From an optimization exercise on the open Yosys and OpenROAD flow, aimed at small area, a short achievable clock period and few clock cycles per item; shortcuts taken in it are not production practice. Function was checked by simulation only, so behaviour that the tests miss may differ from the original. Power figures rest on the tool's default switching activity, not on a simulated workload.

==> v28 <==
==> flow/design.v <==
module cfl_parse (
    input  wire        clk,
    input  wire        rst,
    input  wire        in_valid,
    output wire        in_ready,
    input  wire [7:0]  in_data,
    input  wire        in_last,
    input  wire [7:0]  in_ch,
    output reg         res_valid,
    output wire [3:0]  res_code,
    output reg         pok,
    output wire [7:0]  pch,
    output wire [63:0] pf1_mant,
    output wire [63:0] pf2_mant,
    output wire [63:0] pf3_mant,
    output wire [63:0] pf4_mant,
    output wire [63:0] pf5_mant,
    output wire [7:0]  pf1_scale,
    output wire [7:0]  pf2_scale,
    output wire [7:0]  pf3_scale,
    output wire [7:0]  pf4_scale,
    output wire [7:0]  pf5_scale,
    output reg  [7:0]  pgas_off,
    output reg  [7:0]  pgas_len
);
    localparam W = 61;      
    localparam A = 60;      
    reg  [3:0]  clr;         
    reg         rdy;
    assign in_ready = rdy;
    reg         v0;          
    reg         l0;          
    reg  [4:0]  e0;          
    reg         sp0, dig0, dot0, plus0, minus0;
    reg         chm0;        
    reg         legal0;      
    reg  [2:0]  chc0;        
    reg  [7:0]  pos;
    reg         in_tok;
    reg  [2:0]  ntok;        
    reg         tok0_ok;
    reg         numbad;
    reg         gcnt;        
    reg  [A-1:0] acc;
    reg          neg;
    reg          pnt;
    reg  [4:0]   ndig;       
    reg  [4:0]   nscale;
    reg          bad;
    reg  [W-1:0] t1, t2, t3, t4;
    reg  [4:0]   s1, s2, s3, s4;
    reg          ci1, ci2, ci3, ci4;     
    reg          commit_q;   
    reg          lq;         
    reg          kq;         
    reg  [1:0]   cq;         
    reg  [5:2]   st;         
    reg  [4:0]   ph;         
    reg          q0v, q1v;   
    reg  [1:0]   q0c, q1c;   
    reg          q0k, q1k;   
    reg  [W-1:0] m0, m1, m2, m3, m4;     
    reg  [4:0]   c0, c1, c2, c3, c4;
    reg  [3:0]   pchq;       
    reg  [2:0]   rc;         
    assign pf1_mant = {{(64-W){m0[W-1]}}, m0};
    assign pf2_mant = {{(64-W){m1[W-1]}}, m1};
    assign pf3_mant = {{(64-W){m2[W-1]}}, m2};
    assign pf4_mant = {{(64-W){m3[W-1]}}, m3};
    assign pf5_mant = {{(64-W){m4[W-1]}}, m4};
    assign pf1_scale = {3'd0, c0};
    assign pf2_scale = {3'd0, c1};
    assign pf3_scale = {3'd0, c2};
    assign pf4_scale = {3'd0, c3};
    assign pf5_scale = {3'd0, c4};
    assign pch = {1'b0, pchq[3], 1'b0, pchq[2], pchq[2], 1'b0, pchq[1], pchq[0]};
    assign res_code = {1'b0, rc};
    wire        clearing = (clr != 4'd0);
    wire        tstart   = v0 && !sp0 && !in_tok;        
    wire        tmore    = v0 && !sp0 && in_tok;         
    wire        tclose   = v0 && sp0 && in_tok;          
    wire        st_num   = (ntok >= 3'd1) && (ntok <= 3'd5);     
    wire        cur_num  = (ntok >= 3'd2) && (ntok <= 3'd6);     
    wire        cur_14   = (ntok >= 3'd2) && (ntok <= 3'd5);     
    wire        num_fail = bad || (ndig == 5'd0) || (ndig > 5'd18);
    wire [A-1:0] xa      = {acc[A-4:0], e0[4:2]};
    wire [A-1:0] xb      = {acc[A-2:0], e0[1]};
    wire         cin     = e0[0];
    wire [A-1:0] gp [0:6];
    wire [A-1:0] pp [0:6];
    assign gp[0] = xa & xb;
    assign pp[0] = xa ^ xb;
    genvar l, i;
    generate
        for (l = 0; l < 6; l = l + 1) begin : lvl
            for (i = 0; i < A; i = i + 1) begin : bt
                if ((i >> l) & 1) begin : comb
                    localparam integer J = ((i >> l) << l) - 1;
                    assign gp[l+1][i]  = gp[l][i] | (pp[l][i] & gp[l][J]);
                    assign pp[l+1][i]  = pp[l][i] & pp[l][J];
                end else begin : pass
                    assign gp[l+1][i]  = gp[l][i];
                    assign pp[l+1][i]  = pp[l][i];
                end
            end
        end
    endgenerate
    wire [A-1:0] cy      = {gp[6][A-2:0] | (pp[6][A-2:0] & {(A-1){cin}}), cin};
    wire [A-1:0] acc10   = pp[0] ^ cy;
    wire [W-1:0] accout  = {neg, acc};
    wire [14:0]  inc3    = t4[14:0]  ^ ({15{ci4}} & {&t4[13:0],  &t4[12:0],  &t4[11:0],  &t4[10:0],  &t4[9:0],
                                                     &t4[8:0],  &t4[7:0],   &t4[6:0],   &t4[5:0],   &t4[4:0],
                                                     &t4[3:0],  &t4[2:0],   &t4[1:0],   t4[0],      1'b1});
    wire [14:0]  inc2    = t3[29:15] ^ ({15{ci3}} & {&t3[28:15], &t3[27:15], &t3[26:15], &t3[25:15], &t3[24:15],
                                                     &t3[23:15], &t3[22:15], &t3[21:15], &t3[20:15], &t3[19:15],
                                                     &t3[18:15], &t3[17:15], &t3[16:15], t3[15],     1'b1});
    wire [14:0]  inc1    = t2[44:30] ^ ({15{ci2}} & {&t2[43:30], &t2[42:30], &t2[41:30], &t2[40:30], &t2[39:30],
                                                     &t2[38:30], &t2[37:30], &t2[36:30], &t2[35:30], &t2[34:30],
                                                     &t2[33:30], &t2[32:30], &t2[31:30], t2[30],     1'b1});
    wire [15:0]  inc0    = t1[60:45] ^ ({16{ci1}} & {&t1[59:45], &t1[58:45], &t1[57:45], &t1[56:45], &t1[55:45],
                                                     &t1[54:45], &t1[53:45], &t1[52:45], &t1[51:45], &t1[50:45],
                                                     &t1[49:45], &t1[48:45], &t1[47:45], &t1[46:45], t1[45], 1'b1});
    wire [W-1:0] t1out   = {inc0, t1[44:0]};
    wire         feeding = commit_q || (st != 4'd0);
    wire         ins     = feeding || (clearing && clr <= 4'd5);
    wire         num_byte = (tstart && st_num) || (tmore && cur_num);
    wire         acc_clr = clearing || (tclose && cur_14) || lq;
    wire [3:0]   ein      = neg_next ? 4'd9 - in_data[3:0] : in_data[3:0];
    wire         neg_next = acc_clr ? 1'b0 : (tstart && st_num) ? minus0 : neg;
    wire         shift   = clearing || (tclose && cur_14) || commit_q ||
                           st[2] || st[3] || st[4];
    wire        last     = v0 && l0;
    wire        ntok7    = (ntok == 3'd7) || (tstart && ntok == 3'd6);
    wire        gstart   = tstart && (ntok == 3'd6);
    wire        gok      = gstart && legal0 && tok0_ok && !numbad;    
    wire [1:0]  code     = !legal0  ? 2'd3 :
                           !ntok7   ? 2'd1 :
                           !tok0_ok ? 2'd2 :
                           numbad   ? 2'd3 : 2'd0;
    wire        push     = lq;
    wire        pop      = q0v && (st[5] || (ph[4] && !feeding));
    wire        q0v_next = push || q1v || (q0v && !pop);
    wire        q1v_next = push ? (q0v && !(pop && !q1v)) || q1v : (q1v && !pop);
    wire        take_last = in_valid && rdy && in_last;
    always @(posedge clk) begin
        v0     <= in_valid && rdy && !rst;
        l0     <= in_last;
        e0     <= {ein[3] ? 3'b111 : ein[2:0], ein[3], ein[3] & ein[0]};
        sp0    <= (in_data == 8'h20);
        dig0   <= (in_data[7:4] == 4'h3) && (in_data[3:0] <= 4'd9);
        dot0   <= (in_data == 8'h2E);
        plus0  <= (in_data == 8'h2B);
        minus0 <= (in_data == 8'h2D);
        chm0   <= (in_data == in_ch);
        legal0 <= (in_ch == 8'h41) || (in_ch == 8'h42) ||
                  (in_ch == 8'h43) || (in_ch == 8'h5A);
        chc0   <= {in_ch[3], in_ch[1], in_ch[0]};
        if (acc_clr)
            acc <= {A{1'b0}};
        else if (tstart && st_num && minus0)
            acc <= {A{1'b1}};
        else if (num_byte && dig0)
            acc <= acc10;
        neg <= neg_next;
        if (clearing) begin
            nscale <= 5'd0;
        end else if (tstart && st_num) begin
            pnt    <= dot0;
            ndig   <= dig0 ? 5'd1 : 5'd0;
            nscale <= 5'd0;
            bad    <= !(dig0 || plus0 || minus0 || dot0);
        end else if (tmore && cur_num) begin
            if (dig0) begin
                if (ndig != 5'd19) begin
                    ndig <= ndig + 5'd1;
                    if (pnt)
                        nscale <= nscale + 5'd1;
                end
            end else if (dot0) begin
                if (pnt)
                    bad <= 1'b1;
                pnt <= 1'b1;
            end else begin
                bad <= 1'b1;
            end
        end
        if (shift) begin
            t1 <= {t2[60:45], inc1, t2[29:0]};
            t2 <= {t3[60:30], inc2, t3[14:0]};
            t3 <= {t4[60:15], inc3};
            t4 <= accout;
            ci1 <= ci2 & (&t2[44:30]);
            ci2 <= ci3 & (&t3[29:15]);
            ci3 <= ci4 & (&t4[14:0]);
            ci4 <= neg;
            s1 <= s2; s2 <= s3; s3 <= s4; s4 <= nscale;
        end
        m0 <= m1; m1 <= m2; m2 <= m3; m3 <= m4; m4 <= ins ? t1out : m0;
        c0 <= c1; c1 <= c2; c2 <= c3; c3 <= c4; c4 <= ins ? s1 : c0;
        if (rst) begin
            rdy       <= 1'b0;
            clr       <= 4'd10;
            pos       <= 8'd0;
            in_tok    <= 1'b0;
            ntok      <= 3'd0;
            tok0_ok   <= 1'b0;
            numbad    <= 1'b0;
            gcnt      <= 1'b0;
            pgas_off  <= 8'd0;
            pgas_len  <= 8'd0;
            commit_q  <= 1'b0;
            lq        <= 1'b0;
            st        <= 4'd0;
            ph        <= 5'd1;
            q0v       <= 1'b0;
            q1v       <= 1'b0;
            res_valid <= 1'b0;
            rc        <= 3'd0;
            pok       <= 1'b0;
            pchq      <= 4'd0;
        end else begin
            if (clearing)
                clr <= clr - 4'd1;
            rdy <= (clr <= 4'd1) && !(q1v_next || (q0v_next && (last || take_last)) || (last && take_last));
            if (gok) begin
                pgas_off <= pos;
                pgas_len <= 8'd1;
                pchq     <= {1'b1, chc0};
            end
            if (tmore && gcnt)
                pgas_len <= pgas_len + 8'd1;
            if (v0) begin
                if (last) begin
                    pos     <= 8'd0;
                    in_tok  <= 1'b0;
                    ntok    <= 3'd0;
                    numbad  <= 1'b0;
                    gcnt    <= 1'b0;
                end else begin
                    pos    <= pos + 8'd1;
                    in_tok <= !sp0;
                    if (tstart) begin
                        if (ntok != 3'd7)
                            ntok <= ntok + 3'd1;
                        if (ntok == 3'd0)
                            tok0_ok <= chm0;
                        gcnt <= gok;
                    end
                    if (tmore && ntok == 3'd1)
                        tok0_ok <= 1'b0;
                    if (tclose && cur_num && num_fail)
                        numbad <= 1'b1;
                end
            end
            commit_q <= gok;
            lq       <= last;
            cq       <= code;
            kq       <= !legal0;
            st <= {st[4:2], commit_q};
            ph <= st[5] ? 5'd1 : {ph[3:0], ph[4]};
            q0v <= q0v_next;
            q1v <= q1v_next;
            if (pop) begin
                q0c <= q1c; q0k <= q1k;
            end
            if (push && !(q0v && !(pop && !q1v))) begin
                q0c <= cq; q0k <= kq;
            end
            if (push && q0v && !(pop && !q1v)) begin
                q1c <= cq; q1k <= kq;
            end
            res_valid <= pop;
            if (pop) begin
                rc <= {q0c != 2'd0, q0c == 2'd3, q0c == 2'd2};
                if (q0c == 2'd0)
                    pok <= 1'b1;
                else if (!q0k)
                    pok <= 1'b0;
            end
        end
    end
endmodule
==> flow/flow/run.sh <==
#!/bin/bash
# The standard layout (standard.sh, ORFS synthesis to finish), with two
# changes to how cells are chosen:
#  - port buffers are buf_1 cells (ORFS otherwise picks clkdlybuf4s50_1);
#  - clock tree synthesis uses no dummy loads, and clusters of up to 32 sinks.
# Each step's full output is kept in this folder: make.log here, and ORFS's
# per-step logs under orfs/logs.
set -euo pipefail
export BUFFER_PORTS_ARGS="-buffer_cell sky130_fd_sc_hd__buf_1"
export CTS_ARGS="-sink_clustering_enable -repair_clock_nets -dont_use_dummy_load -sink_clustering_size 32 -sink_clustering_max_diameter 100"
bash ./standard.sh finish > make.log 2>&1
==> flow/standard.sh <==
#!/bin/bash
# synth_recipe.tcl (not shown) runs the flow's synth.tcl, then flattens the netlist and writes it again
# the make line also repeats each setting of config.mk as NAME=value (left out here)
make -C /OpenROAD-flow-scripts/flow DESIGN_CONFIG=/design/flow/config.mk WORK_HOME=/design/flow/orfs CLKGATE_MAP_FILE= SYNTH_SCRIPT=/design/flow/synth_recipe.tcl "${@:-finish}"
==> flow/config.mk <==
export PLATFORM = sky130hd
export DESIGN_NAME = cfl_parse
export DESIGN_NICKNAME = cfl_parse
export VERILOG_FILES = /design/flow/design.v
export SDC_FILE = /design/flow/constraint.sdc
export NUM_CORES = 4
export LEC_CHECK = 0
export ABC_AREA = 1
export CAP_MARGIN = 20
export CORE_MARGIN = 2
export CORE_UTILIZATION = 40
export SETUP_SLACK_MARGIN = 3.3
export SLEW_MARGIN = 20
==> flow/constraint.sdc <==
create_clock -name core_clock -period 6.0 [get_ports {clk}]
set_input_delay 1.2000 -clock core_clock [delete_from_list [all_inputs] [get_ports {clk}]]
set_output_delay 1.2000 -clock core_clock [all_outputs]
set_load 0.01 [all_outputs]
==> inputs of v24, as changes to v28 <==
--- a/flow/design.v
+++ b/flow/design.v
@@ -123,11 +123,15 @@
     wire [W-1:0] t1out   = {inc0, t1[44:0]};
     wire         feeding = commit_q || (st != 4'd0);
-    wire         ins     = feeding || (clearing && clr <= 4'd5);
+    reg          ins, shift;
+    reg          acc_clr_q, acc_set_q, acc_add_q;
     wire         num_byte = (tstart && st_num) || (tmore && cur_num);
     wire         acc_clr = clearing || (tclose && cur_14) || lq;
     wire [3:0]   ein      = neg_next ? 4'd9 - in_data[3:0] : in_data[3:0];
     wire         neg_next = acc_clr ? 1'b0 : (tstart && st_num) ? minus0 : neg;
-    wire         shift   = clearing || (tclose && cur_14) || commit_q ||
-                           st[2] || st[3] || st[4];
+    wire         in_tok_n = v0 ? (!last && !sp0) : in_tok;
+    wire [2:0]   ntok_n   = !v0 ? ntok : last ? 3'd0 :
+                            (tstart && ntok != 3'd7) ? ntok + 3'd1 : ntok;
+    wire         close14_n = in_valid && rdy && (in_data == 8'h20) && in_tok_n &&
+                             (ntok_n >= 3'd2) && (ntok_n <= 3'd5);
     wire        last     = v0 && l0;
     wire        ntok7    = (ntok == 3'd7) || (tstart && ntok == 3'd6);
@@ -156,9 +160,9 @@
                   (in_ch == 8'h43) || (in_ch == 8'h5A);
         chc0   <= {in_ch[3], in_ch[1], in_ch[0]};
-        if (acc_clr)
+        if (acc_clr_q)
             acc <= {A{1'b0}};
-        else if (tstart && st_num && minus0)
+        else if (acc_set_q)
             acc <= {A{1'b1}};
-        else if (num_byte && dig0)
+        else if (acc_add_q)
             acc <= acc10;
         neg <= neg_next;
@@ -198,4 +202,11 @@
         m0 <= m1; m1 <= m2; m2 <= m3; m3 <= m4; m4 <= ins ? t1out : m0;
         c0 <= c1; c1 <= c2; c2 <= c3; c3 <= c4; c4 <= ins ? s1 : c0;
+        ins   <= !rst && ((clr >= 4'd2 && clr <= 4'd6) || gok || commit_q || st[2] || st[3] || st[4]);
+        shift <= rst || clr >= 4'd2 || gok || commit_q || st[2] || st[3] || close14_n;
+        acc_clr_q <= rst || clr >= 4'd2 || close14_n || last;
+        acc_set_q <= in_valid && rdy && (in_data == 8'h2D) && !in_tok_n &&
+                     (ntok_n >= 3'd1) && (ntok_n <= 3'd5);
+        acc_add_q <= in_valid && rdy && (in_data[7:4] == 4'h3) && (in_data[3:0] <= 4'd9) &&
+                     (in_tok_n ? (ntok_n >= 3'd2 && ntok_n <= 3'd6) : (ntok_n >= 3'd1 && ntok_n <= 3'd5));
         if (rst) begin
             rdy       <= 1'b0;
SETUP_SLACK_MARGIN = 3.9   (was 3.3)
==> summary.txt <==
Power per cell area: v28 322 mW/mm^2; v24 265 mW/mm^2
Total of fill cells in the finished design: v28 6141; v24 5291
Number of sequential cells: v28 754; v24 759
Cell with the largest stage delay on the worst path: v28 buf_6; v24 dfxtp_4
Fraction of area in registers: v28 60.4%; v24 52.0%
Met2 layer wire length in the routed design: v28 25.8 mm; v24 32.7 mm
Final worst path period share: v28 41.1%; v24 39.5%
Total die area: v28 0.0684 sq mm; v24 0.0683 sq mm
Global-route wire length before repair: v28 80.3 mm; v24 93.2 mm
Worst r2r src: v28 clr[0]; v24 acc[31]
CTS sink cnt: v28 754; v24 759
Met3 usage in global routing: v28 1.65%; v24 2.43%
Outcome: v28 complete, no violations; v24 complete, no violations
Number of logic stages on the critical path including buffering: v28 12; v24 1
Portion of total power attributed to the clock network: v28 24.6%; v24 25.3%
Combinational share of power: v28 9.2%; v24 11.2%
Die width: v28 261 microns; v24 261 microns
Multi-input logic portion of the cell area: v28 24.6%; v24 23.9%
Total core area: v28 0.0657 sq mm; v24 0.0656 sq mm
Final core utilization: v28 45.2%; v24 54.7%
Clock Latency Late Sink: v28 0.63 ns; v24 0.64 ns
Timing startpoint of the critical path: v28 clr[0]; v24 m1[60]
Post-synthesis area per instance: v28 11.0 sq um; v24 10.8 sq um
Mean number of vias per cell: v28 4.66; v24 4.76
Testbench counts of v28, summed over its fixed seeds: cycles 71,183, lines 1,600.
Testbench counts of v24, summed over its fixed seeds: cycles 71,183, lines 1,600.

## re-timing with driven ports
The flow's constraints put no driver on any port. The routed layouts listed below were extracted and timed again, unchanged, in two steps.
Step 1 (the two cells are an assumption about what drives the block):
set clk [get_ports {clk}]
set_driving_cell -lib_cell sky130_fd_sc_hd__clkbuf_16 $clk
set_driving_cell -lib_cell sky130_fd_sc_hd__buf_2 [delete_from_list [all_inputs] $clk]
Step 2 also shifts input and output timing later by t, the mid clock arrival at the registers, as if the neighbouring blocks saw the same clock.
Three values: no drivers, after step 1, after step 2; two values: the first two.
run | shift t [ns] | slack for setup (ns) | clock arrival spread, ns
v28 | 0.655 | 3.536 / 3.503 / 3.138 | 0.071 / 0.072
v24 | 0.670 | 3.629 / 3.565 / 3.478 | 0.065 / 0.065
After both steps setup and hold are still met in every run listed. The setup slack of v28, which loses most, moves by -0.033 ns with the drivers and by -0.398 ns with both steps.
